Background: an optimization exercise with open tools, aiming at small area, a short achievable clock period and few clock cycles per item. Do not read the settings as production practice. At most, simulation tests tie the RTL to the original design; equivalence was not proved. Only the layout flow was run in runs 3 to 6; the RTL was not checked for function there. No activity file was given, so power comes from the tool's default toggle rates.

==> flow/config.mk <==
export PLATFORM = sky130hd
export DESIGN_NAME = agon_crypto
export DESIGN_NICKNAME = agon_crypto
export VERILOG_FILES = /design/flow/design.v
export SDC_FILE = /design/flow/constraint.sdc
export NUM_CORES = 4
export LEC_CHECK = 0
export ABC_CLOCK_PERIOD_IN_PS = 4000
export CAP_MARGIN = 20
export CORE_MARGIN = 2
export CORE_UTILIZATION = 40
export PLACE_DENSITY = 0.6
export SETUP_SLACK_MARGIN = 5
export SLEW_MARGIN = 20
==> flow/constraint.sdc <==
create_clock -name core_clock -period 10.0 [get_ports {clk}]
set_input_delay 2.0000 -clock core_clock [delete_from_list [all_inputs] [get_ports {clk}]]
set_output_delay 2.0000 -clock core_clock [all_outputs]
set_load 0.01 [all_outputs]
==> flow/design.v <==
module agon_crypto (
    input  wire       clk,
    input  wire       rst,               
    input  wire       req,               
    input  wire       we,                
    input  wire       peek,              
    input  wire [7:0] addr,              
    input  wire [7:0] wdata,             
    input  wire       op_allowed,        
    input  wire       write_protected,   
    output wire       busy,              
    output reg  [7:0] rdata              
);
    localparam [5:0] LAST_IDX  = 6'h03;
    localparam [5:0] BLOCK_IDX = 6'h04;
    localparam [5:0] STATE_IDX = 6'h18;
    function [31:0] rotr;
        input [31:0] x;
        input integer k;
        begin
            rotr = (x >> k) | (x << (32 - k));
        end
    endfunction
    function [31:0] big_s0;
        input [31:0] x;
        begin
            big_s0 = rotr(x, 2) ^ rotr(x, 13) ^ rotr(x, 22);
        end
    endfunction
    function [31:0] big_s1;
        input [31:0] x;
        begin
            big_s1 = rotr(x, 6) ^ rotr(x, 11) ^ rotr(x, 25);
        end
    endfunction
    function [31:0] small_s0;
        input [31:0] x;
        begin
            small_s0 = rotr(x, 7) ^ rotr(x, 18) ^ (x >> 3);
        end
    endfunction
    function [31:0] small_s1;
        input [31:0] x;
        begin
            small_s1 = rotr(x, 17) ^ rotr(x, 19) ^ (x >> 10);
        end
    endfunction
    function [31:0] iv;
        input [2:0] j;
        begin
            case (j)
                3'd0: iv = 32'h6a09e667; 3'd1: iv = 32'hbb67ae85;
                3'd2: iv = 32'h3c6ef372; 3'd3: iv = 32'ha54ff53a;
                3'd4: iv = 32'h510e527f; 3'd5: iv = 32'h9b05688c;
                3'd6: iv = 32'h1f83d9ab; default: iv = 32'h5be0cd19;
            endcase
        end
    endfunction
    localparam [2047:0] K_TABLE = {
        32'hc67178f2, 32'hbef9a3f7, 32'ha4506ceb, 32'h90befffa,
        32'h8cc70208, 32'h84c87814, 32'h78a5636f, 32'h748f82ee,
        32'h682e6ff3, 32'h5b9cca4f, 32'h4ed8aa4a, 32'h391c0cb3,
        32'h34b0bcb5, 32'h2748774c, 32'h1e376c08, 32'h19a4c116,
        32'h106aa070, 32'hf40e3585, 32'hd6990624, 32'hd192e819,
        32'hc76c51a3, 32'hc24b8b70, 32'ha81a664b, 32'ha2bfe8a1,
        32'h92722c85, 32'h81c2c92e, 32'h766a0abb, 32'h650a7354,
        32'h53380d13, 32'h4d2c6dfc, 32'h2e1b2138, 32'h27b70a85,
        32'h14292967, 32'h06ca6351, 32'hd5a79147, 32'hc6e00bf3,
        32'hbf597fc7, 32'hb00327c8, 32'ha831c66d, 32'h983e5152,
        32'h76f988da, 32'h5cb0a9dc, 32'h4a7484aa, 32'h2de92c6f,
        32'h240ca1cc, 32'h0fc19dc6, 32'hefbe4786, 32'he49b69c1,
        32'hc19bf174, 32'h9bdc06a7, 32'h80deb1fe, 32'h72be5d74,
        32'h550c7dc3, 32'h243185be, 32'h12835b01, 32'hd807aa98,
        32'hab1c5ed5, 32'h923f82a4, 32'h59f111f1, 32'h3956c25b,
        32'he9b5dba5, 32'hb5c0fbcf, 32'h71374491, 32'h428a2f98
    };
    localparam [2047:0] K_NEXT2 = {K_TABLE[63:0], K_TABLE[2047:64]};
    reg [31:0] H [0:7];      
    reg [31:0] B [0:15];     
    reg [5:0]  last;         
    reg        pend;         
    reg        p_zero, p_init, p_comp;
    reg        running;      
    reg [6:0]  t;            
    reg [31:0] va, vb, vc, vd, ve, vf, vg, vh;
    reg [31:0] W [0:15];     
    reg [31:0] hkw;          
    reg [31:0] kreg;         
    wire go     = ~running & p_comp & ~p_init & ~p_zero;
    wire start  = pend & go;
    reg         pw_v;
    reg  [3:0]  pw_word;
    reg  [1:0]  pw_lane;
    reg  [7:0]  pw_dat;
    wire rd_hold = pend | running | pw_v;
    wire wr_hold = pend & ~go;
    wire        stream = running & (t <= 7'd13);     
    wire        stuck  = pw_v & stream & ({3'b000, pw_word} > t + 7'd2);
    assign busy = we ? (wr_hold | stuck) : (rd_hold | stuck);
    wire       accept   = req & ~busy;
    wire [5:0] idx      = addr[7:2];
    wire [1:0] lane     = addr[1:0];
    wire       wr_acc   = accept & we;
    wire       wr_do    = wr_acc & (peek | ~write_protected);
    wire [5:0] rd_idx   = (~peek & ~op_allowed) ? last : idx;
    wire       ctrl_wr  = wr_do & (addr == 8'h00);
    wire       op_zero  = wdata[4];
    wire       op_init  = ~wdata[4] & ((wdata & 8'h0e) == 8'h0a);
    wire       op_comp  = ~wdata[4] & ((wdata & 8'h0a) == 8'h0a);
    wire       ctrl_now = ctrl_wr & ~running & ~pend;
    wire       ctrl_q   = ctrl_wr & (running | pend);
    wire       exec_q   = pend & ~running;
    wire       blk_wr   = wr_do & (idx >= BLOCK_IDX) & (idx < BLOCK_IDX + 6'd16);
    wire [3:0] blk_word = idx[3:0] - BLOCK_IDX[3:0];
    reg [15:0] s_strm;       
    reg [15:0] bsel;         
    reg [7:0]  hsel;         
    reg [31:0] rd_word;
    reg [31:0] r_word;
    reg [3:0]  r_lsel;       
    integer    q;
    always @(*) begin
        for (q = 0; q < 16; q = q + 1)
            bsel[q] = stream ? s_strm[q] : (rd_idx == BLOCK_IDX + q);
        for (q = 0; q < 8; q = q + 1)
            hsel[q] = ~stream & ((rd_idx == STATE_IDX + q) | ((q == 7) && (rd_idx == LAST_IDX)));
        rd_word = 32'h0;
        for (q = 0; q < 16; q = q + 1)
            rd_word = rd_word | (B[q] & {32{bsel[q]}});
        for (q = 0; q < 8; q = q + 1)
            rd_word = rd_word | (H[q] & {32{hsel[q]}});
        rdata = (r_word[7:0]   & {8{r_lsel[0]}}) | (r_word[15:8]  & {8{r_lsel[1]}}) |
                (r_word[23:16] & {8{r_lsel[2]}}) | (r_word[31:24] & {8{r_lsel[3]}});
    end
    wire [31:0] ch     = (ve & vf) ^ (~ve & vg);
    wire [31:0] maj    = (va & vb) ^ (va & vc) ^ (vb & vc);
    wire [31:0] a_new  = big_s0(va) + maj + hkw + big_s1(ve) + ch;
    wire [31:0] e_new  = vd + hkw + big_s1(ve) + ch;
    wire [31:0] hkw_nx = (running ? vg : H[7]) + (running ? kreg : K_TABLE[31:0]) +
                         (running ? W[15] : B[0]);
    wire [31:0] wnew   = small_s1(W[14]) + W[9] + small_s0(W[1]) + W[0];
    wire [31:0] b_strm = rd_word;
    wire        fin    = running & (t >= 7'd61);
    wire [31:0] sum_a  = H[3] + va;
    wire [31:0] sum_e  = H[7] + ve;
    wire [7:0]  b_dat  = pw_dat & {8{~rst}};
    integer i, j, l;
    always @(posedge clk) begin
        if (~running)
            s_strm <= 16'h0004;
        else
            s_strm <= {s_strm[14:0], 1'b0};
        r_word <= rd_word;
        for (l = 0; l < 4; l = l + 1)
            r_lsel[l] <= (lane == l);
    end
    always @(posedge clk) begin
        if (rst)
            pw_v <= 1'b0;
        else if (~stuck) begin
            pw_v    <= blk_wr;
            pw_word <= blk_word;
            pw_lane <= lane;
            pw_dat  <= wdata;
        end
        for (j = 0; j < 16; j = j + 1)
            for (l = 0; l < 4; l = l + 1)
                if (rst | (pw_v & ~stuck & (pw_word == j) & (pw_lane == l)))
                    B[j][8*l +: 8] <= b_dat;
    end
    always @(posedge clk) begin
        hkw <= hkw_nx;
        for (i = 0; i < 14; i = i + 1)
            W[i] <= W[i + 1];
        if (~running) begin
            va <= H[0]; vb <= H[1]; vc <= H[2]; vd <= H[3];
            ve <= H[4]; vf <= H[5]; vg <= H[6]; vh <= H[7];
            W[14] <= B[0];
            W[15] <= B[1];
            kreg <= K_TABLE[63:32];
        end else begin
            vh <= vg;
            vg <= vf;
            vf <= ve;
            ve <= e_new;
            vd <= vc;
            vc <= vb;
            vb <= va;
            va <= a_new;
            W[14] <= W[15];
            W[15] <= (t <= 7'd13) ? b_strm : wnew;
            kreg <= K_NEXT2[32*t[5:0] +: 32];
        end
        if (rst) begin
            for (i = 0; i < 8; i = i + 1)
                H[i] <= 32'h0;
            last    <= 6'h0;
            pend    <= 1'b0;
            running <= 1'b0;
            t       <= 7'd0;
        end else begin
            if (accept & ~peek & (we | op_allowed))
                last <= idx;
            if (fin) begin
                H[0] <= sum_a; H[1] <= H[0]; H[2] <= H[1]; H[3] <= H[2];
                H[4] <= sum_e; H[5] <= H[4]; H[6] <= H[5]; H[7] <= H[6];
            end else if ((ctrl_now & op_zero) | (exec_q & p_zero)) begin
                for (i = 0; i < 8; i = i + 1)
                    H[i] <= 32'h0;
            end else if ((ctrl_now & op_init) | (exec_q & p_init)) begin
                for (i = 0; i < 8; i = i + 1)
                    H[i] <= iv(i);
            end
            if (exec_q) begin
                p_init <= 1'b0;
                if (~p_init)
                    pend <= 1'b0;
            end
            if (ctrl_now) begin
                pend   <= op_comp;
                p_zero <= 1'b0;
                p_init <= 1'b0;
                p_comp <= 1'b1;
            end
            if (ctrl_q) begin
                pend   <= 1'b1;
                p_zero <= op_zero;
                p_init <= op_init;
                p_comp <= op_comp;
            end
            if (running) begin
                t <= t + 7'd1;
                if (t == 7'd64)
                    running <= 1'b0;
            end
            if (start) begin
                t       <= 7'd0;
                running <= 1'b1;
            end
        end
    end
endmodule
==> flow/run.sh <==
#!/bin/bash
# synth_recipe.tcl (not shown) runs the flow's synth.tcl, then flattens the netlist and writes it again
# the make line also repeats each setting of config.mk as NAME=value (left out here)
make -C /OpenROAD-flow-scripts/flow DESIGN_CONFIG=/design/flow/config.mk WORK_HOME=/design/flow/orfs CLKGATE_MAP_FILE= SYNTH_SCRIPT=/design/flow/synth_recipe.tcl finish
==> results of run 1 <==
## state kept, by name, indices dropped and copies added, names as in the netlist, 6 cells and up
name and cells:
va 32, vg 32, B 512, t 7, kreg 32, vb 32, r_word 32, H 256
hkw 32, vc 32, last 6, vd 32, pw_dat 8, ve 32, W 512, s_strm 14
vf 32
## through the flow
step / cell area, sq um / hold slack, ps
final: 84100 / 310
after global routing: 84100 / 303
after CTS: 83500 / 303
after detailed placement: 76200 / 312
after global placement: 76100 / 309
after floorplan: 73300 / 310
## cells by family after synthesis
kind of cell,synth area share
and+or+nand+nor,0.0752
xor gates and xnor gates,0.0486
muxes,0.0479
adders and majority gates,0.105
AOI/OAI and AO/OA,0.161
buffers and inverters,0.0390
DFF,0.523
## critical path, stage by stage, from the launching register on
cell and delay [ps]:
dfxtp_4 440, a21o_1 100, o21ai_0 150, fa_1 560, fa_1 420, fa_1 500
inv_1 70, ha_4 290, o21a_1 140, o2111ai_2 130, or3b_4 440, a311o_1 420
a211oi_2 320, nor3_2 80, o41a_1 330, xnor2_1 130, mux2_2 260
## worst paths after layout
kind               to  slack, ps  cells past startpoint
max            va[30]       5020                     16
min          W[3][16]        310                      0
max reg2reg    va[30]       5020                     16
min reg2reg  W[3][16]        310                      0
## synthesized netlist by cell type, drive strengths merged, types with 13 or more instances
cell        n  area [sq um]
mux2i      73           731
buf        80           397
nand4      71           459
a211oi     41           308
inv       361          1360
a221oi     36           315
a22oi     354          2660
xor2      125          1090
nand3      96           480
o31ai      18           140
a21oi     352          1770
a21o      167          1250
o41ai      19           226
xnor2     279          2440
o21bai     35           263
a31oi      56           350
or3        41           257
o21ai     308          1540
fa        250          5000
and3       14          92.6
nor4       18           113
clkbuf    294          1110
nor2      382          1430
nor2b      36           225
o311ai     14           123
a311oi     13           114
nand2     336          1260
mux2      241          2710
o211ai     48           374
a222oi     66           661
ha        215          2690
o21a       33           248
nor3       55           280
dfxtp    1122         22500
o2111ai    24           210
and2       42           263
nand2b     33           206
a22o       42           368
edfxtp    529         15900
## metal layers
metal,wire (um),GRT usage
met5,39,0
met1,102000,0.355
met2,119000,0.427
met4,16200,0.149
met3,25800,0.0576
## cell type report
| type | count | area, sq um |
|---|---|---|
| antenna | 7 | 17.5 |
| clock buffer | 214 | 4610 |
| clock inverter | 99 | 1500 |
| fill | 16600 | 98400 |
| inverter | 361 | 1370 |
| multi-input combinational | 4091 | 33300 |
| sequential | 1651 | 38500 |
| tap | 2385 | 2980 |
| timing repair buffer | 188 | 1910 |
## cells in the final DEF, fill, tap and decap left out, types with 21 or more instances in the layout
cell             count
a211oi_1            35
xor2_1             123
a22o_1              42
nand2b_1            33
o21a_1              31
nand2_1            334
fa_1               248
o211ai_1            47
clkbuf_16          175
inv_1              355
nor2_1             377
or3_1               41
nor3_1              51
o2111ai_1           21
a21o_1             167
clkdlybuf4s50_1     28
a31oi_1             47
a221oi_1            34
dfxtp_2             32
edfxtp_1           529
nand3_1             96
bufinv_16           25
o21bai_1            32
mux2i_1             50
a22oi_1            354
xnor2_1            269
a21oi_1            347
nand4_1             70
clkbuf_1            25
buf_4              123
mux2_2             239
a222oi_1            66
clkinv_2            24
ha_1               204
o21ai_0            284
o21ai_1             21
dfxtp_1           1072
and2_1              39
nor2b_1             27
## timing repair
action,in CTS,in global routing
buffers inserted,38,13
gates resized for setup,162,99
setup endpoints to repair,197,119
hold buffers,0,0
cloned,5,5
pin swaps,24,25
## power groups by stage
stage | Sequential [mW] | Clock [mW] | Combinational, mW
after floorplan | 7.44 | 0 | 1.25
after global placement | 7.52 | 0 | 1.76
after detailed placement | 7.52 | 0 | 1.78
after CTS | 7.38 | 6.92 | 1.83
after global routing | 7.40 | 7.18 | 2.05
final | 7.38 | 6.85 | 1.90
==> notes.md, run 1 <==
* Outcome: no timing/DRC/antenna violations
* FF-to-FF Start: va[6]
* Inst Count DP at 8615
* Req. time, crit path at roughly 11000 ps
* GRT Util Overall at 0.274
* PortBufs at 31
* Cell variety after synth at 93
* NetSw at approximately 4.2 mW
* Clock Path Buffers at 3
* Combinational power share at 0.118
* Main synth FF type: dfxtp_1
* Cts bufs inserted at 171
* F_max at approximately 0.2 GHz
* Leak Pwr at 33.4 nW
* Routed Wire Length at roughly 260000 um
* RSZ-0062 raised after global routing: yes
* Clock Latency Late Sink at between 800 and 900 ps
* HP Class: reg2reg
* Sink Count at around 1.7k
* Final setup viols at 0
* Final HPWL DP at around 190000 um
* Grt total ovfl at 0
* Floorplan core area at between 150000 and 200000 sq um
* CP Launch Type: flip-flop
* Global-route wire length before repair at 367000 um
* Synthesized Nets at just under 7k
* CTS root buf: clkbuf_16
* WL per Instance at around 30 um
* Hold_sp: W[4][16]
* Routability cong. at between 0.9 and 1
* Critical path type: reg2reg
* Initial Util at 0.402
* Relative slew slack at 0.159
* Post-synth ARST share at 0
* DR pass1 iterations at 8
* Slack of the critical path at roughly 5000 ps
* Io pins at 32
* Internal Power at 11.9 mW
* Sequential share of the synthesized area at 0.523
* Site Rows at approximately 160
* Die area at approximately 190000 sq um
* Nets@finish at around 7k
* Post-Route Utilization at 0.461
* Mapped cell area at 73300 sq um
* Largest net degree at the start of global routing at 158
* Final max-slew violation count at 0
* CTS tree: built
* Total power at 16.1 mW
* Clock-pin slew on the worst setup and hold paths at about 60 ps
* Final Non-Filler Cells at between 8k and 9k
* Antenna Nets Post-Route at 0
* Sw Ratio at 0.261
* Beginning of the critical path: va[6]
* Synthesis-to-layout area growth at 14.8%
* Die Y at approximately 430 um
* DR vias/cell at approximately 6.0
* Die Wd at about 430 um
* Crit Path Max Fanout at 6
* Crit end category: flip-flop
* Fin crit share at 0.498
* Pre-CTS WS at 3840 ps
* # DRC at 0
* Clock Skew at around 63 ps
* Syn Inst Count at approximately 6.5k
* Reg power frac at 0.458
* Avg Cell Area, Syn at approximately 11 sq um
* Synth Register Bits at ~1.7k
* Worst path arrival time at between 5000 and 6000 ps
* Share of layout cells above drive strength 1 at 0.137
* H-Tree Depth at 4
* Power per cell area at between 150 and 200 nW/um^2
* Max VDD drop at 0.200 mV
* Max cap viols at 0
* Final Critical Period at approximately 5000 ps
* Fin. Hold Viols at 0
* Synth warn at 4
* Drt initial violations at ~7k
* Antenna violations before repair at 11
* Vias in the first global route at 51.0k
* Slew @ Worst Pin at around 1300 ps
* Number of synthesized flops with an enable pin at between 500 and 600
* Clock group share of total power at 0.425
* Via count at between 50k and 60k
* Final TNS setup at 0 ps
Testbench counts, summed over its fixed seeds: cycles 14,722, blocks 129.
==> inputs of run 2 (changes only) <==
==> flow/flow/run.sh (new file) <==
#!/bin/bash
# The standard layout (the standard.sh: standard synthesis, ORFS
# floorplan to finish at the design's clock and constraints), with two
# repair/CTS settings changed:
#  - clock tree synthesis inserts no dummy load cells.
# Each tool's output goes to ORFS's own logs; make's output to standard.log.
set -euo pipefail
bash standard.sh SETUP_SLACK_MARGIN=5.6 \
  "CTS_ARGS=-sink_clustering_enable -repair_clock_nets -dont_use_dummy_load" \
  finish > standard.log 2>&1
==> flow/standard.sh (new file) <==
#!/bin/bash
# synth_recipe.tcl (not shown) runs the flow's synth.tcl, then flattens the netlist and writes it again
# the make line also repeats each setting of config.mk as NAME=value (left out here)
make -C /OpenROAD-flow-scripts/flow DESIGN_CONFIG=/design/flow/config.mk WORK_HOME=/design/flow/orfs CLKGATE_MAP_FILE= SYNTH_SCRIPT=/design/flow/synth_recipe.tcl "${@:-finish}"
removed: flow/run.sh
==> notes.md, run 2 <==
* Outcome: no timing/DRC/antenna violations (unchanged)
* Slew @ Worst Pin at 1080 ps (was 1250 ps)
* Fin crit share at 0.502 (was 0.498)
* Crit path to: va[30] (unchanged)
* H-Tree Depth at 4 (unchanged)
* Power per cell area at 176 nW/um^2 (was 192 nW/um^2)
* CP Launch Type: flip-flop (unchanged)
* Floorplan core area at 182000 sq um (unchanged)
* Final max-slew violation count at 0 (unchanged)
* Via count at 54.1k (was 53.8k)
* RSZ-0062 raised after global routing: yes (unchanged)
* Global-route wire length before repair at 375000 um (was 367000 um)
* Slowest stage cell, crit path: fa_1 (unchanged)
* Critical path type: reg2reg (unchanged)
* Cell variety after synth at 93 (unchanged)
* Final TNS setup at 0 ps (unchanged)
* F_max at 0.199 GHz (was 0.201 GHz)
* Die Y at 432 um (unchanged)
* Mapped cell area at 73300 sq um (unchanged)
* Final setup viols at 0 (unchanged)
* Beginning of the critical path: ve[2] (was va[6])
* Fin. Hold Viols at 0 (unchanged)
* HP Class: reg2reg (unchanged)
* Hold_sp: W[12][23] (was W[4][16])
* CTS root buf: clkbuf_16 (unchanged)
* Clock-pin slew on the worst setup and hold paths at 60 ps (about the same)
* Most common cell in the netlist: dfxtp_1 (unchanged)
* Grt total ovfl at 0 (unchanged)
* Nets@finish at 7058 (was 6952)
* Initial Util at 0.402 (unchanged)
* Buf/Inv on CP at 2 (was 1)
* Largest regs: B (512), W (512), H (256) (unchanged)
* Req. time, crit path at 10640 ps (was 10670 ps)
* Site Rows at 157 (unchanged)
* Top delay family on crit path: adder cells (unchanged)
* FILL cells at 16.5k (was 16.6k)
* CTS tree: built (unchanged)
* Clock Path Buffers at 3 (unchanged)
* Antenna violations before repair at 14 (was 11)
* Worst path arrival time at 5660 ps (was 5650 ps)
* Io pins at 32 (unchanged)
* Top cells by area, synth: dfxtp_1 31%, edfxtp_1 22%, fa_1 6.8% (unchanged)
* Synthesis-to-layout area growth at 15.2% (was 14.8%)
* WL per Instance at 30.2 um (was 29.2 um)
* Cts bufs inserted at 171 (unchanged)
* Slack of the worst reg-to-reg path at 4980 ps (was 5020 ps)
* Share of layout cells above drive strength 1 at 0.163 (was 0.137)
* DR pass1 iterations at 8 (unchanged)
* Synth warn at 4 (unchanged)
* Antenna Nets Post-Route at 0 (unchanged)
* Sequential share of the synthesized area at 0.523 (unchanged)
* # DRC at 0 (unchanged)
* Drt initial violations at 7855 (was 6987)
* CP max stage delay at 600 ps (was 560 ps)
* Pre-CTS WS at 3680 ps (was 3840 ps)
* Synthesized Nets at 6964 (unchanged)
* Slack of the critical path at 4980 ps (was 5020 ps)
* Post-synth top cells: 1122 x dfxtp_1, 529 x edfxtp_1, 382 x nor2_1 (unchanged)
* Largest net degree at the start of global routing at 161 (was 158)
* Critical Path, Cell by Cell: buf_8 -> mux2i_4 -> fa_1 -> fa_2 -> fa_1 -> inv_2 -> ha_4 -> a211oi_4 -> o21ai_1 -> or3b_4 -> a311o_2 -> a211oi_4 -> nor3_2 -> o41a_1 -> xnor2_1 -> mux2_4 (was a21o_1 -> o21ai_0 -> fa_1 -> fa_1 -> fa_1 -> inv_1 -> ha_4 -> o21a_1 -> o2111ai_2 -> or3b_4 -> a311o_1 -> a211oi_2 -> nor3_2 -> o41a_1 -> xnor2_1 -> mux2_2)
* Syn Inst Count at 6476 (unchanged)
* Number of synthesized flops with an enable pin at 529 (unchanged)
* GRT Util Overall at 0.280 (was 0.274)
* Max VDD drop at 0.152 mV (was 0.200 mV)
* R2R Path End: va[30] (unchanged)
* Final HPWL DP at 184000 um (was 186000 um)
* Max cap viols at 0 (unchanged)
* FF-to-FF Start: ve[2] (was va[6])
* Die area at 187000 sq um (unchanged)
* Vias in the first global route at 51.5k (was 51.0k)
* Cell taking the most area after synthesis: dfxtp_1 (unchanged)
* Yosys top cell area share at 0.307 (unchanged)
* PortBufs at 31 (unchanged)
* Post-synth ARST share at 0 (unchanged)
* Clock Latency Late Sink at 840 ps (about the same)
* DR vias/cell at 6.05 (was 5.98)
* CP Depth at 16 (unchanged)
* Relative slew slack at 0.278 (was 0.159)
* Leak Pwr at 33.5 nW (was 33.4 nW)
* Sink Count at 1651 (unchanged)
* Commonest non-fill, non-tap cell in the layout: dfxtp_1 (unchanged)
* Most frequent cells in the layout: 1034 x dfxtp_1, 529 x edfxtp_1, 370 x nor2_1 (was 1072 x dfxtp_1, 529 x edfxtp_1, 377 x nor2_1)
* Avg Cell Area, Syn at 11.3 sq um (unchanged)
* Main synth FF type: dfxtp_1 (unchanged)
* Reg2reg path depth at 16 (unchanged)
* Routability cong. at 0.955 (was 0.964)
* Clock Skew at 117 ps (was 63.3 ps)
* Routed Wire Length at 270000 um (was 263000 um)
* Final Critical Period at 5020 ps (was 4980 ps)
* Crit end category: flip-flop (unchanged)
* Crit Path Max Fanout at 3 (was 6)
* Die Wd at 432 um (unchanged)
* Synth Register Bits at 1651 (unchanged)
-- run 2: area by class of cell --
cell class | instances | area, sq um | share of cell area
diodes | 1 | 2.50 | 0.0000297
clock buffers | 171 | 4280 | 0.0507
inverters | 361 | 1380 | 0.0163
multi-input cells | 4091 | 34100 | 0.404
flip-flops and latches | 1651 | 38600 | 0.457
well taps | 2385 | 2980 | 0.0354
repair buffers | 294 | 3080 | 0.0365
-- run 2: cells by family after synthesis --
group                      after synthesis  share of synthesized area
buffers and inverters                  735                     0.0390
and+or+nand+nor                       1179                     0.0752
muxes                                  317                     0.0479
AOI/OAI and AO/OA                     1722                      0.161
xor gates and xnor gates               405                     0.0486
DFF                                   1651                      0.523
adders and majority gates              467                      0.105
-- run 2: report_power, final --
| part | internal, mW | total [mW] | switching [mW] |
|---|---|---|---|
| Sequential | 7.22 | 7.38 | 0.163 |
| Clock | 2.98 | 5.44 | 2.46 |
| Combinational | 0.809 | 2.06 | 1.25 |
| Total | 11.0 | 14.9 | 3.87 |
-- run 2: repair_timing --
item,CTS,global route
buffers inserted,95,64
pin swaps,77,83
cloned,10,6
hold buffers,0,0
gates resized for setup,363,186
setup endpoints to repair,874,273
-- run 2: how the worst min path moves through the flow --
stage | slack (ps) | cells past startpoint | endpoint
6_report | 270 | 0 | W[11][23]
5_1_grt | 270 | 0 | W[7][29]
4_1_cts | 270 | 0 | W[11][23]
3_5_place_dp | 310 | 0 | W[10][10]
3_3_place_gp | 310 | 0 | W[4][17]
2_1_floorplan | 310 | 0 | W[10][0]
-- run 2: through the flow --
step	total power [mW]	utilization	cells	hold WS, ps	area (sq um)
2_1_floorplan	8.70	-	6476	310	73500
3_3_place_gp	9.28	0.418	8607	310	76200
3_5_place_dp	9.30	0.418	8607	312	76200
4_1_cts	14.8	0.455	8883	270	83000
5_1_grt	15.3	0.462	8953	272	84400
6_report	14.9	0.462	8954	271	84400
-- run 2: metal layers --
metal / part of all wire / track usage / up-vias / wire, um
met5: 0.000085 / 0 / - / 23
met4: 0.058 / 0.149 / 4 / 15800
met3: 0.096 / 0.0564 / 632 / 26100
met2: 0.45 / 0.434 / 3008 / 122000
met1: 0.39 / 0.368 / 27100 / 107000
li1: - / - / 23400 / -
==> inputs of run 3 (changes only) <==
--- a/flow/design.v
+++ b/flow/design.v
@@ -96,7 +96,8 @@
     wire wr_hold = pend & ~go;
     wire        stream = running & (t <= 7'd13);     
     wire        stuck  = pw_v & stream & ({3'b000, pw_word} > t + 7'd2);
-    assign busy = we ? (wr_hold | stuck) : (rd_hold | stuck);
+    reg         rb, wb;
+    assign busy = we ? wb : rb;
     wire       accept   = req & ~busy;
     wire [5:0] idx      = addr[7:2];
     wire [1:0] lane     = addr[1:0];
@@ -155,11 +156,9 @@
             r_lsel[l] <= (lane == l);
     end
     always @(posedge clk) begin
-        if (rst)
-            pw_v <= 1'b0;
-        else if (~stuck) begin
-            pw_v    <= blk_wr;
-            pw_word <= blk_word;
+        pw_v    <= pw_v_n;
+        pw_word <= pw_word_n;
+        if (~stuck) begin
             pw_lane <= lane;
             pw_dat  <= wdata;
         end
@@ -195,9 +194,6 @@
             for (i = 0; i < 8; i = i + 1)
                 H[i] <= 32'h0;
             last    <= 6'h0;
-            pend    <= 1'b0;
-            running <= 1'b0;
-            t       <= 7'd0;
         end else begin
             if (accept & ~peek & (we | op_allowed))
                 last <= idx;
@@ -211,32 +207,26 @@
                 for (i = 0; i < 8; i = i + 1)
                     H[i] <= iv(i);
             end
-            if (exec_q) begin
-                p_init <= 1'b0;
-                if (~p_init)
-                    pend <= 1'b0;
-            end
-            if (ctrl_now) begin
-                pend   <= op_comp;
-                p_zero <= 1'b0;
-                p_init <= 1'b0;
-                p_comp <= 1'b1;
-            end
-            if (ctrl_q) begin
-                pend   <= 1'b1;
-                p_zero <= op_zero;
-                p_init <= op_init;
-                p_comp <= op_comp;
-            end
-            if (running) begin
-                t <= t + 7'd1;
-                if (t == 7'd64)
-                    running <= 1'b0;
-            end
-            if (start) begin
-                t       <= 7'd0;
-                running <= 1'b1;
-            end
-        end
+        end
+    end
+    wire       pend_n   = ~rst & (ctrl_q | (ctrl_now ? op_comp : (exec_q ? p_init : pend)));
+    wire       p_zero_n = ctrl_q ? op_zero : (~ctrl_now & p_zero);
+    wire       p_init_n = ctrl_q ? op_init : (~ctrl_now & ~exec_q & p_init);
+    wire       p_comp_n = ctrl_q ? op_comp : (ctrl_now | p_comp);
+    wire       run_n    = ~rst & (start | (running & (t != 7'd64)));
+    wire [6:0] t_n      = (rst | start) ? 7'd0 : (running ? t + 7'd1 : t);
+    wire       pw_v_n   = ~rst & (stuck ? pw_v : blk_wr);
+    wire [3:0] pw_word_n = stuck ? pw_word : blk_word;
+    wire       go_n     = ~run_n & p_comp_n & ~p_init_n & ~p_zero_n;
+    wire       stuck_n  = pw_v_n & run_n & (t_n <= 7'd13) & ({3'b000, pw_word_n} > t_n + 7'd2);
+    always @(posedge clk) begin
+        pend    <= pend_n;
+        p_zero  <= p_zero_n;
+        p_init  <= p_init_n;
+        p_comp  <= p_comp_n;
+        running <= run_n;
+        t       <= t_n;
+        rb      <= pend_n | run_n | pw_v_n;
+        wb      <= (pend_n & ~go_n) | stuck_n;
     end
 endmodule
--- a/flow/config.mk
+++ b/flow/config.mk
@@ -8,7 +8,7 @@
 export ABC_CLOCK_PERIOD_IN_PS = 4000
 export CAP_MARGIN = 20
 export CORE_MARGIN = 2
-export CORE_UTILIZATION = 40
-export PLACE_DENSITY = 0.6
+export CORE_UTILIZATION = 55
+export PLACE_DENSITY = 0.7
 export SETUP_SLACK_MARGIN = 5
 export SLEW_MARGIN = 20
==> notes.md, run 3 <==
* Outcome: no timing/DRC/antenna violations (unchanged)
* Sink Count at 1653 (was 1651)
* Floorplan core area at 131000 sq um (was 182000 sq um)
* Most common cell in the netlist: dfxtp_1 (unchanged)
* Die area at 135000 sq um (was 187000 sq um)
* Req. time, crit path at 10640 ps (about the same)
* CTS root buf: clkbuf_16 (unchanged)
* CP Launch Type: flip-flop (unchanged)
* Via count at 53.7k (was 54.1k)
* F_max at 0.193 GHz (was 0.199 GHz)
* Largest regs: B (512), W (512), H (256) (unchanged)
* Share of layout cells above drive strength 1 at 0.164 (was 0.163)
* Hold_ws at 288 ps (was 271 ps)
* Site Rows at 133 (was 157)
* Routed Wire Length at 262000 um (was 270000 um)
* Top cells by area, synth: dfxtp_1 31%, edfxtp_1 22%, fa_1 6.9% (was dfxtp_1 31%, edfxtp_1 22%, fa_1 6.8%)
* Grt total ovfl at 0 (unchanged)
* Die Wd at 368 um (was 432 um)
* Syn Inst Count at 6421 (was 6476)
* Final TNS setup at 0 ps (unchanged)
* Max VDD drop at 0.154 mV (was 0.152 mV)
* Antenna Nets Post-Route at 0 (unchanged)
* Hold Path Depth at 0 (unchanged)
* CTS tree: built (unchanged)
* Commonest non-fill, non-tap cell in the layout: dfxtp_1 (unchanged)
* Nets@finish at 6990 (was 7058)
* GRT Util Overall at 0.379 (was 0.280)
* # DRC at 0 (unchanged)
* Clock-pin slew on the worst setup and hold paths at 60 ps (about the same)
* Critical path type: reg2reg (unchanged)
* Slew @ Worst Pin at 1130 ps (was 1080 ps)
* Clock Latency Late Sink at 820 ps (was 840 ps)
* FILL cells at 10.1k (was 16.5k)
* Post-synth top cells: 1131 x dfxtp_1, 522 x edfxtp_1, 384 x nor2_1 (was 1122 x dfxtp_1, 529 x edfxtp_1, 382 x nor2_1)
* Final max-slew violation count at 0 (unchanged)
* Power per cell area at 180 nW/um^2 (was 176 nW/um^2)
* Crit Path Max Fanout at 6 (was 3)
* Antenna violations before repair at 13 (was 14)
* Main synth FF type: dfxtp_1 (unchanged)
* Drt initial violations at 7474 (was 7855)
* WL per Instance at 31.7 um (was 30.2 um)
* Reg power frac at 0.493 (was 0.496)
* Mapped cell area at 72700 sq um (was 73300 sq um)
* Reg2reg path depth at 17 (was 16)
* Max cap viols at 0 (unchanged)
* RSZ-0062 raised after global routing: yes (unchanged)
* Global-route wire length before repair at 368000 um (was 375000 um)
* Leak Pwr at 33.1 nW (was 33.5 nW)
* Placed cell area at 74800 sq um (was 76200 sq um)
* Clock Skew at 80.2 ps (was 117 ps)
* Clock group share of total power at 0.353 (was 0.366)
* DR vias/cell at 6.50 (was 6.05)
* Internal Power at 11.0 mW (about the same)
* DR pass1 iterations at 12 (was 8)
* Cts bufs inserted at 164 (was 171)
* Avg Cell Area, Syn at 11.3 sq um (about the same)
* Worst path arrival time at 5830 ps (was 5660 ps)
* Die Y at 368 um (was 432 um)
* Crit end category: flip-flop (unchanged)
* Final Critical Period at 5190 ps (was 5020 ps)
* Post-CTS Hold Buffers at 0 (unchanged)
* HP Class: reg2reg (unchanged)
* Relative slew slack at 0.228 (was 0.278)
* Clock Path Buffers at 3 (unchanged)
* Cell taking the most area after synthesis: dfxtp_1 (unchanged)
* Final setup viols at 0 (unchanged)
* Combinational power share at 0.154 (was 0.138)
* Yosys top cell area share at 0.311 (was 0.307)
* Fin crit share at 0.519 (was 0.502)
* Initial Util at 0.554 (was 0.402)
* Fin. Hold Viols at 0 (unchanged)
* Final instance area at 83000 sq um (was 84400 sq um)
* Routability cong. at 1.01 (was 0.955)
* Io pins at 32 (unchanged)
* Synthesis-to-layout area growth at 14.1% (was 15.2%)
* Most frequent cells in the layout: 1056 x dfxtp_1, 522 x edfxtp_1, 356 x nor2_1 (was 1034 x dfxtp_1, 529 x edfxtp_1, 370 x nor2_1)
* Sw Ratio at 0.265 (was 0.260)
* Synth warn at 4 (unchanged)
* NetSw at 3.96 mW (was 3.87 mW)
* Post-synth ARST share at 0 (unchanged)
* H-Tree Depth at 4 (unchanged)
* Synthesized Nets at 6909 (was 6964)
* Post-Route Utilization at 0.632 (was 0.462)
* Number of synthesized flops with an enable pin at 522 (was 529)
* Vias in the first global route at 52.0k (was 51.5k)
* Final HPWL DP at 186000 um (was 184000 um)
* PortBufs at 31 (unchanged)
* Cell variety after synth at 92 (was 93)
* Sequential share of the synthesized area at 0.527 (was 0.523)
* Largest net degree at the start of global routing at 192 (was 161)
* Synth Register Bits at 1653 (was 1651)
==> run 3: changes by cell type after synthesis, moves of 9 or more <==
cell / delta
a21oi_1: +15
a222oi_1: +27
a22oi_1: -60
a31oi_1: -16
clkbuf_1: -16
dfxtp_1: +9
nor3_1: +16
o2111ai_1: -18
o211ai_1: -11
o21ai_0: +57
o21ai_1: -12
or3_1: -21
xnor2_1: +20
xor2_1: -10
==> run 3: cell type report <==
| class | count | area, sq um | share of cell area |
|---|---|---|---|
| Sequential cell | 1653 | 38500 | 0.464 |
| Clock buffer | 164 | 4100 | 0.0494 |
| Multi-Input combinational cell | 4056 | 34100 | 0.411 |
| Timing Repair Buffer | 262 | 2740 | 0.0330 |
| Inverter | 365 | 1380 | 0.0167 |
| Tap cell | 1755 | 2200 | 0.0265 |
| Antenna cell | 3 | 7.51 | 0.0000904 |
==> run 3: metal layers <==
layer,wire length [um],vias up,share of wire,track usage
met5,31,-,0.00012,0
met4,23900,6,0.091,0.278
met3,26700,976,0.10,0.0819
met2,119000,3506,0.46,0.599
met1,91900,26100,0.35,0.458
li1,-,23100,-,-
==> run 3: worst max-delay path, stage by stage (launching register included) <==
cell and delay (ps):
dfxtp_4 450, mux2i_4 350, fa_1 490, fa_1 410, fa_1 510, inv_1 40
ha_1 360, a21o_1 190, a21oi_1 230, o21ai_0 120, o211ai_1 240, o311ai_4 220
a2111oi_4 470, nor3_2 120, a2111oi_4 310, a21oi_2 110, xnor2_1 130, mux2_2 260
==> run 3: repair_timing <==
item                                    in CTS  in global routing
gates cloned                                 5                  5
setup buffers                               78                 52
gates resized for setup                    412                231
pin swaps                                  111                118
endpoints found under the setup margin     635                347
==> run 3: final timing paths <==
kind	from	endpoint	slack, ps
max	ve[17]	va[31]	4810
min	W[10][24]	W[9][24]	290
max reg2reg	ve[17]	va[31]	4810
min reg2reg	W[10][24]	W[9][24]	290
==> run 3: stage by stage <==
| step | total power, mW | cells | setup slack [ps] |
|---|---|---|---|
| global placement | 9.15 | 7951 | 3750 |
| global route | 15.3 | 8255 | 4650 |
| detailed placement | 9.16 | 7951 | 3690 |
| floorplan | 8.51 | 6421 | 5290 |
| CTS | 14.6 | 8198 | 4800 |
| finish | 14.9 | 8258 | 4810 |
==> run 3: logic make-up (layout without fill, tap and decap cells) <==
logic type	Yosys count	count (layout)	synth area share
adder cells (fa/ha/maj)	467	467	0.106
XOR/XNOR	415	415	0.0502
multiplexers	326	326	0.0496
AO/OA/AOI/OAI	1671	1671	0.155
buffers and inverters	713	791	0.0380
other	0	3	0
AND/OR/NAND/NOR	1176	1177	0.0743
flip-flops	1653	1653	0.527
==> run 3: power groups by stage <==
stage	sequential (mW)	clock [mW]	combinational, mW
6_report	7.36	5.27	2.31
5_1_grt	7.38	5.55	2.42
4_1_cts	7.36	5.29	1.97
3_5_place_dp	7.50	0	1.66
3_3_place_gp	7.49	0	1.65
2_1_floorplan	7.43	0	1.09
==> inputs of run 4 (changes only) <==
--- a/flow/design.v
+++ b/flow/design.v
@@ -82,9 +82,9 @@
     reg        p_zero, p_init, p_comp;
     reg        running;      
     reg [6:0]  t;            
-    reg [31:0] va, vb, vc, vd, ve, vf, vg, vh;
+    reg [31:0] va, vb, vc, vd, ve, vf, vg;
     reg [31:0] W [0:15];     
-    reg [31:0] hkw;          
+    reg [31:0] us, uc;       
     reg [31:0] kreg;         
     wire go     = ~running & p_comp & ~p_init & ~p_zero;
     wire start  = pend & go;
@@ -133,12 +133,19 @@
         rdata = (r_word[7:0]   & {8{r_lsel[0]}}) | (r_word[15:8]  & {8{r_lsel[1]}}) |
                 (r_word[23:16] & {8{r_lsel[2]}}) | (r_word[31:24] & {8{r_lsel[3]}});
     end
-    wire [31:0] ch     = (ve & vf) ^ (~ve & vg);
     wire [31:0] maj    = (va & vb) ^ (va & vc) ^ (vb & vc);
-    wire [31:0] a_new  = big_s0(va) + maj + hkw + big_s1(ve) + ch;
-    wire [31:0] e_new  = vd + hkw + big_s1(ve) + ch;
+    wire [31:0] a_new  = big_s0(va) + maj + us + uc;
+    wire [31:0] e_new  = vd + us + uc;
+    wire [31:0] e_d    = running ? e_new : H[4];
+    wire [31:0] f_d    = running ? ve : H[5];
+    wire [31:0] g_d    = running ? vf : H[6];
     wire [31:0] hkw_nx = (running ? vg : H[7]) + (running ? kreg : K_TABLE[31:0]) +
                          (running ? W[15] : B[0]);
+    wire [31:0] u_x    = big_s1(e_d);
+    wire [31:0] u_y    = (e_d & f_d) ^ (~e_d & g_d);
+    wire [31:0] us_nx  = hkw_nx ^ u_x ^ u_y;
+    wire [31:0] uc_nx  = {(hkw_nx[30:0] & u_x[30:0]) | (hkw_nx[30:0] & u_y[30:0]) |
+                          (u_x[30:0] & u_y[30:0]), 1'b0};
     wire [31:0] wnew   = small_s1(W[14]) + W[9] + small_s0(W[1]) + W[0];
     wire [31:0] b_strm = rd_word;
     wire        fin    = running & (t >= 7'd61);
@@ -168,20 +175,19 @@
                     B[j][8*l +: 8] <= b_dat;
     end
     always @(posedge clk) begin
-        hkw <= hkw_nx;
+        us <= us_nx;
+        uc <= uc_nx;
+        ve <= e_d;
+        vf <= f_d;
+        vg <= g_d;
         for (i = 0; i < 14; i = i + 1)
             W[i] <= W[i + 1];
         if (~running) begin
             va <= H[0]; vb <= H[1]; vc <= H[2]; vd <= H[3];
-            ve <= H[4]; vf <= H[5]; vg <= H[6]; vh <= H[7];
             W[14] <= B[0];
             W[15] <= B[1];
             kreg <= K_TABLE[63:32];
         end else begin
-            vh <= vg;
-            vg <= vf;
-            vf <= ve;
-            ve <= e_new;
             vd <= vc;
             vc <= vb;
             vb <= va;
--- a/flow/config.mk
+++ b/flow/config.mk
@@ -8,7 +8,7 @@
 export ABC_CLOCK_PERIOD_IN_PS = 4000
 export CAP_MARGIN = 20
 export CORE_MARGIN = 2
-export CORE_UTILIZATION = 55
-export PLACE_DENSITY = 0.7
+export CORE_UTILIZATION = 40
+export PLACE_DENSITY = 0.6
 export SETUP_SLACK_MARGIN = 5
 export SLEW_MARGIN = 20
==> notes.md, run 4 <==
* Final TNS setup at 0 ps (unchanged)
* Clock-pin slew on the worst setup and hold paths at 60 ps (about the same)
* Most frequent cells in the layout: 1091 x dfxtp_1, 522 x edfxtp_1, 385 x a22oi_1 (was 1056 x dfxtp_1, 522 x edfxtp_1, 356 x nor2_1)
* Crit end category: flip-flop (unchanged)
* Initial Util at 0.401 (was 0.554)
* Site Rows at 156 (was 133)
* Via count at 54.2k (was 53.7k)
* Largest net degree at the start of global routing at 90 (was 192)
* Grt total ovfl at 0 (unchanged)
* Final Critical Period at 4710 ps (was 5190 ps)
* GRT Util Overall at 0.314 (was 0.379)
* Slack of the worst reg-to-reg path at 5290 ps (was 4810 ps)
* Antenna Nets Post-Route at 0 (unchanged)
* Post-synth top cells: 1162 x dfxtp_1, 522 x edfxtp_1, 394 x a22oi_1 (was 1131 x dfxtp_1, 522 x edfxtp_1, 384 x nor2_1)
* Synth Register Bits at 1684 (was 1653)
* Die Y at 429 um (was 368 um)
* Drt initial violations at 8311 (was 7474)
* Fin crit share at 0.471 (was 0.519)
* Synthesized Nets at 6740 (was 6909)
* DR pass1 iterations at 6 (was 12)
* Avg Cell Area, Syn at 11.5 sq um (was 11.3 sq um)
* RSZ-0062 raised after global routing: yes (unchanged)
* HP Class: reg2reg (unchanged)
* Relative slew slack at 0.303 (was 0.228)
* Leak Pwr at 33.4 nW (was 33.1 nW)
* Post-Route Utilization at 0.471 (was 0.632)
* Die Wd at 429 um (was 368 um)
* Commonest non-fill, non-tap cell in the layout: dfxtp_1 (unchanged)
* Post-CTS Hold Buffers at 0 (unchanged)
* # DRC at 0 (unchanged)
* Critical path type: reg2reg (unchanged)
* Worst path arrival time at 5480 ps (was 5830 ps)
* Clock Path Buffers at 3 (unchanged)
* Syn Inst Count at 6279 (was 6421)
* Power per cell area at 179 nW/um^2 (was 180 nW/um^2)
* Number of synthesized flops with an enable pin at 522 (unchanged)
* PortBufs at 31 (unchanged)
* Routed Wire Length at 297000 um (was 262000 um)
* Pre-CTS WS at 3580 ps (was 3690 ps)
* Slack of the critical path at 5290 ps (was 4810 ps)
* DR vias/cell at 6.14 (was 6.50)
* Floorplan core area at 180000 sq um (was 131000 sq um)
* Synth warn at 4 (unchanged)
* Die area at 184000 sq um (was 135000 sq um)
* Top cells by area, synth: dfxtp_1 32%, edfxtp_1 22%, fa_1 6.1% (was dfxtp_1 31%, edfxtp_1 22%, fa_1 6.9%)
* Clock Latency Late Sink at 840 ps (was 820 ps)
* Total power at 15.2 mW (was 14.9 mW)
* Fin. Hold Viols at 0 (unchanged)
* CTS tree: built (unchanged)
* FILL cells at 16.2k (was 10.1k)
* Main synth FF type: dfxtp_1 (unchanged)
* Final max-slew violation count at 0 (unchanged)
* WL per Instance at 33.6 um (was 31.7 um)
* Post-synth ARST share at 0 (unchanged)
* Antenna violations before repair at 20 (was 13)
* Most common cell in the netlist: dfxtp_1 (unchanged)
* Global-route wire length before repair at 407000 um (was 368000 um)
* Io pins at 32 (unchanged)
* Final Non-Filler Cells at 8831 (was 8258)
* Largest regs: B (512), W (512), H (256) (unchanged)
* Yosys top cell area share at 0.321 (was 0.311)
* Nets@finish at 6915 (was 6990)
* Clock Skew at 107 ps (was 80.2 ps)
* CP Launch Type: flip-flop (unchanged)
* Sink Count at 1684 (was 1653)
* Routability cong. at 1.06 (was 1.01)
* Sequential share of the synthesized area at 0.538 (was 0.527)
* Synthesis-to-layout area growth at 17.5% (was 14.1%)
* Inst Count DP at 8450 (was 7951)
* H-Tree Depth at 4 (unchanged)
* Final setup viols at 0 (unchanged)
* Outcome: no timing/DRC/antenna violations (unchanged)
* Max VDD drop at 0.157 mV (was 0.154 mV)
* Cts bufs inserted at 176 (was 164)
* Cell taking the most area after synthesis: dfxtp_1 (unchanged)
* Final HPWL DP at 209000 um (was 186000 um)
* F_max at 0.212 GHz (was 0.193 GHz)
* Max cap viols at 0 (unchanged)
* Vias in the first global route at 51.0k (was 52.0k)
* CTS root buf: clkbuf_16 (unchanged)
* Crit Path Max Fanout at 3 (was 6)
* Cell variety after synth at 104 (was 92)
* Req. time, crit path at 10770 ps (was 10640 ps)
* Slew @ Worst Pin at 1040 ps (was 1130 ps)
* Mapped cell area at 72400 sq um (was 72700 sq um)
* Share of layout cells above drive strength 1 at 0.190 (was 0.164)
## run 4: cell types whose count changed after synthesis, sizes merged, moves of 28 or more
cell / previous run / this run
a22oi: 294 / 394
inv: 363 / 264
nand3: 97 / 47
clkbuf: 273 / 229
a221oi: 40 / 9
a222oi: 93 / 62
dfxtp: 1131 / 1162
fa: 250 / 220
xnor2: 299 / 327
xor2: 115 / 87
## run 4: where the power goes
part	internal, mW	switching [mW]
clock	3.06	2.50
sequential	7.33	0.151
combinational	0.833	1.30
total	11.2	3.95
## run 4: worst paths after layout
path,start,endpoint,depth (start not counted)
setup / recovery,W[14][20],W[15][29],18
hold / removal,W[13][30],W[12][30],0
setup reg to reg,W[14][20],W[15][29],18
hold reg to reg,W[13][30],W[12][30],0
## run 4: cells by family after synthesis
kind of cell             after synthesis  synth area share
buffers and inverters                585            0.0324
flip-flops                          1684             0.538
XOR/XNOR                             415            0.0504
AND/OR/NAND/NOR                     1162            0.0745
adder cells (fa/ha/maj)              439            0.0987
AO/OA/AOI/OAI                       1679             0.158
multiplexers                         315            0.0483
## run 4: what timing repair did
action                                  in CTS  in global routing
gates resized for setup                    518                189
pin swaps                                  142                128
setup buffers                              112                 60
endpoints found under the setup margin     905                652
gates cloned                                20                  4
## run 4: worst max-delay path, cell delays in order (launching register included)
cell,delay [ps]
dfxtp_4,370
xnor2_4,150
xnor2_2,160
fa_1,530
fa_1,540
ha_2,180
inv_2,40
fa_2,350
nor2b_4,130
o21ai_2,80
a21boi_2,180
o21ai_2,90
a211oi_2,350
o2111ai_2,170
a211o_1,360
o21a_1,220
o21ai_2,180
mux2i_4,440
a221o_1,170
## run 4: stage by stage
stage | area, sq um | hold WS, ps
floorplan | 72600 | 310
global placement | 75300 | 310
detailed placement | 75400 | 312
CTS | 83600 | 281
global route | 85000 | 284
finish | 85000 | 291
## run 4: cell type report
cell class | instances | area (sq um) | share of cell area
timing repair buffer | 315 | 3520 | 0.0415
inverter | 264 | 1010 | 0.0119
tap | 2370 | 2970 | 0.0349
antenna | 9 | 22.5 | 0.000265
sequential | 1684 | 39100 | 0.460
clock buffer | 176 | 4400 | 0.0518
multi-input combinational | 4013 | 34000 | 0.400
## run 4: layer usage
metal / share of wire / vias up / global-route usage
li1: - / 23000 / -
met3: 0.11 / 681 / 0.0744
met1: 0.40 / 27000 / 0.425
met2: 0.41 / 3537 / 0.445
met5: 0.00013 / - / 0
met4: 0.079 / 6 / 0.207
==> inputs of run 5 (changes only) <==
==> flow/run.sh (new file) <==
#!/bin/bash
# synth_recipe.tcl (not shown) runs the flow's synth.tcl, then flattens the netlist and writes it again
# the make line also repeats each setting of config.mk as NAME=value (left out here)
make -C /OpenROAD-flow-scripts/flow DESIGN_CONFIG=/design/flow/config.mk WORK_HOME=/design/flow/orfs CLKGATE_MAP_FILE= SYNTH_SCRIPT=/design/flow/synth_recipe.tcl finish
removed: flow/flow/run.sh
removed: flow/standard.sh
==> notes.md, run 5 <==
* Outcome: no timing/DRC/antenna violations (unchanged)
* Final Non-Filler Cells at 8840 (was 8831)
* Crit end category: flip-flop (unchanged)
* Power per cell area at 194 nW/um^2 (was 179 nW/um^2)
* Post-Synth XOR/XNOR Area at 0.0504 (unchanged)
* Initial Util at 0.401 (unchanged)
* Cts bufs inserted at 176 (unchanged)
* Leak Pwr at 32.6 nW (was 33.4 nW)
* Top cells by area, synth: dfxtp_1 32%, edfxtp_1 22%, fa_1 6.1% (unchanged)
* Post-CTS Hold Buffers at 0 (unchanged)
* Fin. Hold Viols at 0 (unchanged)
* Synthesized Nets at 6740 (unchanged)
* Via count at 53.5k (was 54.2k)
* Final instance area at 82800 sq um (was 85000 sq um)
* Sequential share of the synthesized area at 0.538 (unchanged)
* Synth Register Bits at 1684 (unchanged)
* Vias in the first global route at 50.0k (was 51.0k)
* CP max stage delay at 560 ps (was 540 ps)
* Share of layout cells above drive strength 1 at 0.135 (was 0.190)
* Post-synth ARST share at 0 (unchanged)
* Beginning of the critical path: running (was W[14][20])
* Final max-slew violation count at 0 (unchanged)
* Relative slew slack at 0.186 (was 0.303)
* Cell taking the most area after synthesis: dfxtp_1 (unchanged)
* CTS root buf: clkbuf_16 (unchanged)
* Floorplan core area at 180000 sq um (unchanged)
* Global-route wire length before repair at 408000 um (was 407000 um)
* Clock-pin slew on the worst setup and hold paths at 60 ps (about the same)
* Die area at 184000 sq um (unchanged)
* H-Tree Depth at 4 (unchanged)
* Mux share of post-synthesis cell area at 0.0483 (unchanged)
* HP Class: reg2reg (unchanged)
* R2R Path End: us[30] (was W[15][29])
* Sink Count at 1684 (unchanged)
* Critical path type: reg2reg (unchanged)
* Slew @ Worst Pin at 1220 ps (was 1040 ps)
* Avg Cell Area, Syn at 11.5 sq um (unchanged)
* Yosys top cell area share at 0.321 (unchanged)
* Main synth FF type: dfxtp_1 (unchanged)
* Post-Synth Simple-Gate Area at 0.0745 (unchanged)
* DR pass1 iterations at 10 (was 6)
* Site Rows at 156 (unchanged)
* Drt initial violations at 7819 (was 8311)
* Final HPWL DP at 215000 um (was 209000 um)
* Fin crit share at 0.503 (was 0.471)
* FILL cells at 16.4k (was 16.2k)
* Multi-input combinational cell area at 32000 sq um (was 34000 sq um)
* Clock Path Buffers at 3 (unchanged)
* Die Wd at 429 um (unchanged)
* Die Y at 429 um (unchanged)
* Most common cell in the netlist: dfxtp_1 (unchanged)
* WL per Instance at 33.8 um (was 33.6 um)
* Crit path to: us[30] (was W[15][29])
* Slowest stage cell, crit path: o21ai_0 (was fa_1)
* Reg2reg path depth at 17 (was 18)
* CP Launch Type: flip-flop (unchanged)
* Clock Skew at 57.1 ps (was 107 ps)
* Largest family of logic cells by synthesized area: compound AO/OA/AOI/OAI gates (unchanged)
* FF-to-FF Start: running (was W[14][20])
* Routability cong. at 1.05 (was 1.06)
* Mapped cell area at 72400 sq um (unchanged)
* Grt total ovfl at 0 (unchanged)
* Largest net degree at the start of global routing at 166 (was 90)
* Max VDD drop at 0.191 mV (was 0.157 mV)
* Slack of the worst reg-to-reg path at 4970 ps (was 5290 ps)
* Compound-Gate Fraction of Synth Area at 0.158 (unchanged)
* Io pins at 32 (unchanged)
* Req. time, crit path at 10720 ps (was 10770 ps)
* CTS tree: built (unchanged)
* Critical Path, Cell by Cell: buf_12 -> buf_16 -> o21ai_0 -> fa_1 -> ha_1 -> a21o_1 -> a21oi_4 -> o21ai_1 -> a2111o_1 -> o2111ai_1 -> a31oi_2 -> a31oi_2 -> a21o_1 -> o21ai_0 -> a21oi_1 -> xnor2_1 -> fa_1 (was xnor2_4 -> xnor2_2 -> fa_1 -> fa_1 -> ha_2 -> inv_2 -> fa_2 -> nor2b_4 -> o21ai_2 -> a21boi_2 -> o21ai_2 -> a211oi_2 -> o2111ai_2 -> a211o_1 -> o21a_1 -> o21ai_2 -> mux2i_4 -> a221o_1)
* Crit Path Max Fanout at 18 (was 3)
* Antenna Nets Post-Route at 0 (unchanged)
* Synth warn at 4 (unchanged)
* Syn Inst Count at 6279 (unchanged)
* F_max at 0.199 GHz (was 0.212 GHz)
* Placed cell area at 75400 sq um (about the same)
* Final TNS setup at 0 ps (unchanged)
* Final Critical Period at 5030 ps (was 4710 ps)
* GRT Util Overall at 0.315 (was 0.314)
* Largest regs: B (512), W (512), H (256) (unchanged)
* Nets@finish at 6775 (was 6915)
* Routed Wire Length at 299000 um (was 297000 um)
* PortBufs at 31 (unchanged)
* Synthesis-to-layout area growth at 14.4% (was 17.5%)
* Total power at 16.1 mW (was 15.2 mW)
* Commonest non-fill, non-tap cell in the layout: dfxtp_1 (unchanged)
* Max cap viols at 0 (unchanged)
* Hold_ws at 313 ps (was 291 ps)
* Clock Latency Late Sink at 870 ps (was 840 ps)
* Post-Synth Adder-Cell Area at 0.0987 (unchanged)
* Worst path arrival time at 5750 ps (was 5480 ps)
* Final setup viols at 0 (unchanged)
* Number of synthesized flops with an enable pin at 522 (unchanged)
* Antenna violations before repair at 22 (was 20)
* Post-synth top cells: 1162 x dfxtp_1, 522 x edfxtp_1, 394 x a22oi_1 (unchanged)
* # DRC at 0 (unchanged)
* Sequential cell area at 39000 sq um (was 39100 sq um)
* RSZ-0062 raised after global routing: yes (unchanged)
* DR vias/cell at 6.05 (was 6.14)
* Cell variety after synth at 104 (unchanged)
* Most frequent cells in the layout: 1134 x dfxtp_1, 522 x edfxtp_1, 394 x a22oi_1 (was 1091 x dfxtp_1, 522 x edfxtp_1, 385 x a22oi_1)
* Inst Count DP at 8455 (was 8450)
-- run 5: how the worst min path moves through the flow --
| stage | start | end | slack (ps) | cells after the start |
|---|---|---|---|---|
| 6_report | W[6][17] | W[5][17] | 310 | 0 |
| 3_5_place_dp | W[11][15] | W[10][15] | 310 | 0 |
| 2_1_floorplan | W[11][0] | W[10][0] | 310 | 0 |
| 5_1_grt | W[3][6] | W[2][6] | 320 | 0 |
| 3_3_place_gp | W[12][29] | W[11][29] | 310 | 0 |
| 4_1_cts | W[6][17] | W[5][17] | 310 | 0 |
-- run 5: logic make-up after synthesis --
kind of cell,count (synthesis)
buffers and inverters,585
and+or+nand+nor,1162
xor gates and xnor gates,415
DFF,1684
adders and majority gates,439
muxes,315
AOI/OAI and AO/OA,1679
-- run 5: cell type report --
type,instances,share of cell area
timing repair buffer,177,0.0224
clock buffer,227,0.0579
clock inverter,98,0.0139
antenna,9,0.000272
inverter,264,0.0121
multi-input combinational,4011,0.387
tap,2370,0.0358
sequential,1684,0.471
-- run 5: layer usage --
| metal | global-route usage | wire length, um | vias up | part of all wire |
|---|---|---|---|---|
| met5 | 0 | 32 | - | 0.00011 |
| met4 | 0.197 | 21800 | 4 | 0.073 |
| met3 | 0.0620 | 29200 | 620 | 0.098 |
| met2 | 0.456 | 126000 | 3275 | 0.42 |
| met1 | 0.432 | 122000 | 26800 | 0.41 |
| li1 | - | - | 22800 | - |
-- run 5: repair_timing --
item / CTS / global route
pin swaps: 16 / 20
setup endpoints to repair: 111 / 205
resized for setup: 91 / 81
cloned: 4 / 6
buffers inserted: 21 / 20
-- run 5: worst max-delay path, delay by kind of cell (launching register included) --
family | cells | cell delay (ps)
compound gates | 11 | 2710
fa+ha+maj | 3 | 1210
flops | 1 | 380
buf+inv | 2 | 350
xor+xnor | 1 | 170
-- run 5: metrics by stage --
step / utilization / setup WS [ps]
floorplan: - / 5040
global placement: 0.418 / 3650
detailed placement: 0.418 / 3590
CTS: 0.455 / 4920
global route: 0.459 / 4930
finish: 0.459 / 4970
-- run 5: power breakdown --
part           switching [mW]  internal (mW)
Combinational            1.16          0.693
Sequential              0.156           7.33
Clock                    2.92           3.82
Total                    4.24           11.8
==> inputs of run 6 (changes only) <==
==> flow/flow/run.sh (new file) <==
#!/bin/bash
# The standard layout (the standard.sh: standard synthesis, ORFS
# floorplan to finish at the design's clock and constraints), with two
# repair/CTS settings changed:
#  - clock tree synthesis inserts no dummy load cells (and uses the buffer
#    list and sink clustering from config.mk).
# Each tool's output goes to ORFS's own logs; make's output to standard.log.
set -euo pipefail
bash standard.sh SETUP_SLACK_MARGIN=5.6 \
  "CTS_ARGS=-sink_clustering_enable -repair_clock_nets -dont_use_dummy_load -buf_list sky130_fd_sc_hd__clkbuf_8 -sink_clustering_size 12 -sink_clustering_max_diameter 40" \
  finish > standard.log 2>&1
==> flow/standard.sh (new file) <==
#!/bin/bash
# synth_recipe.tcl (not shown) runs the flow's synth.tcl, then flattens the netlist and writes it again
# the make line also repeats each setting of config.mk as NAME=value (left out here)
make -C /OpenROAD-flow-scripts/flow DESIGN_CONFIG=/design/flow/config.mk WORK_HOME=/design/flow/orfs CLKGATE_MAP_FILE= SYNTH_SCRIPT=/design/flow/synth_recipe.tcl "${@:-finish}"
--- a/flow/config.mk
+++ b/flow/config.mk
@@ -9,6 +9,9 @@
 export CAP_MARGIN = 20
 export CORE_MARGIN = 2
 export CORE_UTILIZATION = 40
+export CTS_BUF_LIST = sky130_fd_sc_hd__clkbuf_8
+export CTS_CLUSTER_DIAMETER = 40
+export CTS_CLUSTER_SIZE = 12
 export PLACE_DENSITY = 0.6
 export SETUP_SLACK_MARGIN = 5
 export SLEW_MARGIN = 20
removed: flow/run.sh
==> notes.md, run 6 <==
* Final max-slew violation count at 0 (unchanged)
* Die Y at 429 um (unchanged)
* RSZ-0062 raised after global routing: yes (unchanged)
* Largest regs: B (512), W (512), H (256) (unchanged)
* Mapped cell area at 72400 sq um (unchanged)
* Via count at 54.2k (was 53.5k)
* Slack of the worst reg-to-reg path at 5190 ps (was 4970 ps)
* Met2 Usage GRT at 0.443 (was 0.456)
* Routability cong. at 1.06 (was 1.05)
* Sink Count at 1684 (unchanged)
* Nets@finish at 6953 (was 6775)
* Critical path type: reg2reg (unchanged)
* FF-to-FF Start: running (unchanged)
* Post-CTS Hold Buffers at 0 (unchanged)
* Synth warn at 4 (unchanged)
* HP Class: reg2reg (unchanged)
* Cell mode on critical path: buf_16
* # DRC at 0 (unchanged)
* Largest net degree at the start of global routing at 90 (was 166)
* Synthesized Nets at 6740 (unchanged)
* CTS tree: built (unchanged)
* Number of synthesized flops with an enable pin at 522 (unchanged)
* Critical Path, Cell by Cell: buf_16 -> buf_16 -> mux2i_4 -> fa_1 -> inv_2 -> ha_4 -> a21o_1 -> or3_4 -> a2111o_1 -> o2111ai_4 -> a31oi_4 -> and2_4 -> nor4_4 -> nor3_2 -> a41oi_2 -> xnor2_2 -> fa_2 (was buf_12 -> buf_16 -> o21ai_0 -> fa_1 -> ha_1 -> a21o_1 -> a21oi_4 -> o21ai_1 -> a2111o_1 -> o2111ai_1 -> a31oi_2 -> a31oi_2 -> a21o_1 -> o21ai_0 -> a21oi_1 -> xnor2_1 -> fa_1)
* Initial Util at 0.401 (unchanged)
* Max cap viols at 0 (unchanged)
* R2R Path End: us[22] (was us[30])
* GRT Util Overall at 0.312 (was 0.315)
* Global-route wire length before repair at 405000 um (was 408000 um)
* Vias in the first global route at 51.2k (was 50.0k)
* Final Critical Period at 4810 ps (was 5030 ps)
* Syn Inst Count at 6279 (unchanged)
* Clock Skew at 196 ps (was 57.1 ps)
* Leak Pwr at 32.9 nW (was 32.6 nW)
* Post-Synth Adder-Cell Area at 0.0987 (unchanged)
* Reg2reg path depth at 17 (unchanged)
* Drt initial violations at 7752 (was 7819)
* CTS root buf: clkbuf_8 (was clkbuf_16)
* PortBufs at 31 (unchanged)
* Yosys top cell area share at 0.321 (unchanged)
* Crit Path Max Fanout at 6 (was 18)
* Fin crit share at 0.481 (was 0.503)
* CP max stage delay at 490 ps (was 560 ps)
* Slowest stage cell, crit path: fa_2 (was o21ai_0)
* CP Launch Type: flip-flop (unchanged)
* Site Rows at 156 (unchanged)
* Busiest layer in global routing: met2 (unchanged)
* Final HPWL DP at 209000 um (was 215000 um)
* Cell variety after synth at 104 (unchanged)
* FILL cells at 16.4k (about the same)
* Post-synth ARST share at 0 (unchanged)
* Cts bufs inserted at 229 (was 176)
* Top cells by area, synth: dfxtp_1 32%, edfxtp_1 22%, fa_1 6.1% (unchanged)
* Cell taking the most area after synthesis: dfxtp_1 (unchanged)
* Relative slew slack at 0.313 (was 0.186)
* F_max at 0.208 GHz (was 0.199 GHz)
* DR pass1 iterations at 7 (was 10)
* Main synth FF type: dfxtp_1 (unchanged)
* Final TNS setup at 0 ps (unchanged)
* Share of layout cells above drive strength 1 at 0.197 (was 0.135)
* Clock Path Buffers at 3 (unchanged)
* Mux share of post-synthesis cell area at 0.0483 (unchanged)
* Fin. Hold Viols at 0 (unchanged)
* Most common cell in the netlist: dfxtp_1 (unchanged)
* Post-Synth XOR/XNOR Area at 0.0504 (unchanged)
* Synthesis-to-layout area growth at 15.8% (was 14.4%)
* Die area at 184000 sq um (unchanged)
* Slew @ Worst Pin at 1000 ps (was 1220 ps)
* Die Wd at 429 um (unchanged)
* Met3 Use GR at 0.0783 (was 0.0620)
* Post-Synth Simple-Gate Area at 0.0745 (unchanged)
* Clock Latency Late Sink at 1030 ps (was 870 ps)
* Largest family of logic cells by synthesized area: compound AO/OA/AOI/OAI gates (unchanged)
* Max VDD drop at 0.125 mV (was 0.191 mV)
* Final setup viols at 0 (unchanged)
* Commonest non-fill, non-tap cell in the layout: dfxtp_1 (unchanged)
* Avg Cell Area, Syn at 11.5 sq um (unchanged)
* Antenna Nets Post-Route at 0 (unchanged)
* Post-synth top cells: 1162 x dfxtp_1, 522 x edfxtp_1, 394 x a22oi_1 (unchanged)
* Met1 Usage GRT at 0.421 (was 0.432)
* Routed Wire Length at 296000 um (was 299000 um)
* Sequential share of the synthesized area at 0.538 (unchanged)
* Worst path arrival time at 5560 ps (was 5750 ps)
* Crit end category: flip-flop (unchanged)
* Antenna violations before repair at 19 (was 22)
* Crit path to: us[22] (was us[30])
* DR vias/cell at 6.11 (was 6.05)
* WL per Instance at 33.4 um (was 33.8 um)
* H-Tree Depth at 4 (unchanged)
* Grt total ovfl at 0 (unchanged)
* Power per cell area at 167 nW/um^2 (was 194 nW/um^2)
* Outcome: no timing/DRC/antenna violations (unchanged)
* Io pins at 32 (unchanged)
* Clock-pin slew on the worst setup and hold paths at 70 ps (was 60 ps)
* Req. time, crit path at 10750 ps (was 10720 ps)
* Compound-Gate Fraction of Synth Area at 0.158 (unchanged)
* Beginning of the critical path: running (unchanged)
* Synth Register Bits at 1684 (unchanged)
* Most frequent cells in the layout: 1086 x dfxtp_1, 522 x edfxtp_1, 383 x a22oi_1 (was 1134 x dfxtp_1, 522 x edfxtp_1, 394 x a22oi_1)
* Floorplan core area at 180000 sq um (unchanged)
* Total power at 14.0 mW (was 16.1 mW)
-- run 6: worst max-delay path: cells and delay by family, from the launching register on --
family,cells,cell delay (ps)
adders and majority gates,3,1170
AOI/OAI and AO/OA,5,1070
and+or+nand+nor,4,760
DFF,1,480
buffers and inverters,3,440
muxes,1,380
xor gates and xnor gates,1,180
-- run 6: power breakdown --
part	internal (mW)	leakage, nW	switching, mW
Sequential	7.33	14.9	0.151
Clock	2.00	1.65	2.38
Combinational	0.859	16.3	1.30
-- run 6: layout make-up --
type,instances,area [sq um],area share
Timing Repair Buffer,301,3380,0.0404
Antenna cell,15,37.5,0.000448
Inverter,264,1010,0.0121
Clock buffer,229,3150,0.0376
Tap cell,2370,2970,0.0354
Sequential cell,1684,39100,0.466
Multi-Input combinational cell,4012,34200,0.408
-- run 6: cells by family (layout without fill, tap and decap cells) --
kind of cell	count (synthesis)	count (layout)
buffers and inverters	585	794
xor gates and xnor gates	415	415
other	0	15
DFF	1684	1684
adders and majority gates	439	439
and+or+nand+nor	1162	1162
AOI/OAI and AO/OA	1679	1681
muxes	315	315
-- run 6: what timing repair did --
item,4_1_cts,5_1_grt
cloned,15,2
resized for setup,493,269
pin swaps,130,153
endpoints found under the setup margin,854,761
buffers inserted,109,55
-- run 6: worst min-delay path by stage --
stage	startpoint	end	slack [ps]	cells after the start
final	W[13][18]	W[12][18]	250	0
after floorplan	W[11][0]	W[10][0]	310	0
after global placement	W[8][15]	W[7][15]	310	0
after CTS	W[12][20]	W[11][20]	250	0
after global routing	W[13][25]	W[12][25]	250	0
after detailed placement	W[11][24]	W[10][24]	310	0
-- run 6: routing by layer --
layer  routed length [um]  vias up
met3                34100      696
met2               123000     3640
met1               116000    26900
met4                23000        4
met5                   30        -
li1                     -    23000
-- run 6: stage by stage --
| stage | instances | cell area, sq um | worst slack, ps | util | hold WS, ps |
|---|---|---|---|---|---|
| 3_5_place_dp | 8450 | 75400 | 3580 | 0.418 | 312 |
| 3_3_place_gp | 8450 | 75300 | 3670 | 0.418 | 310 |
| 5_1_grt | 8864 | 83800 | 5160 | 0.465 | 251 |
| 6_report | 8875 | 83800 | 5190 | 0.465 | 252 |
| 2_1_floorplan | 6279 | 72600 | 5470 | - | 310 |
| 4_1_cts | 8803 | 82000 | 5280 | 0.455 | 255 |

Re-timed with assumed drivers on the ports (clkbuf_16 on the clock, buf_2 on other inputs), run 6 has 5.189 ns of setup slack against 5.189 ns with ideal ports, and 4.691 ns once port delays also move by the mid clock arrival of 1.029 ns.
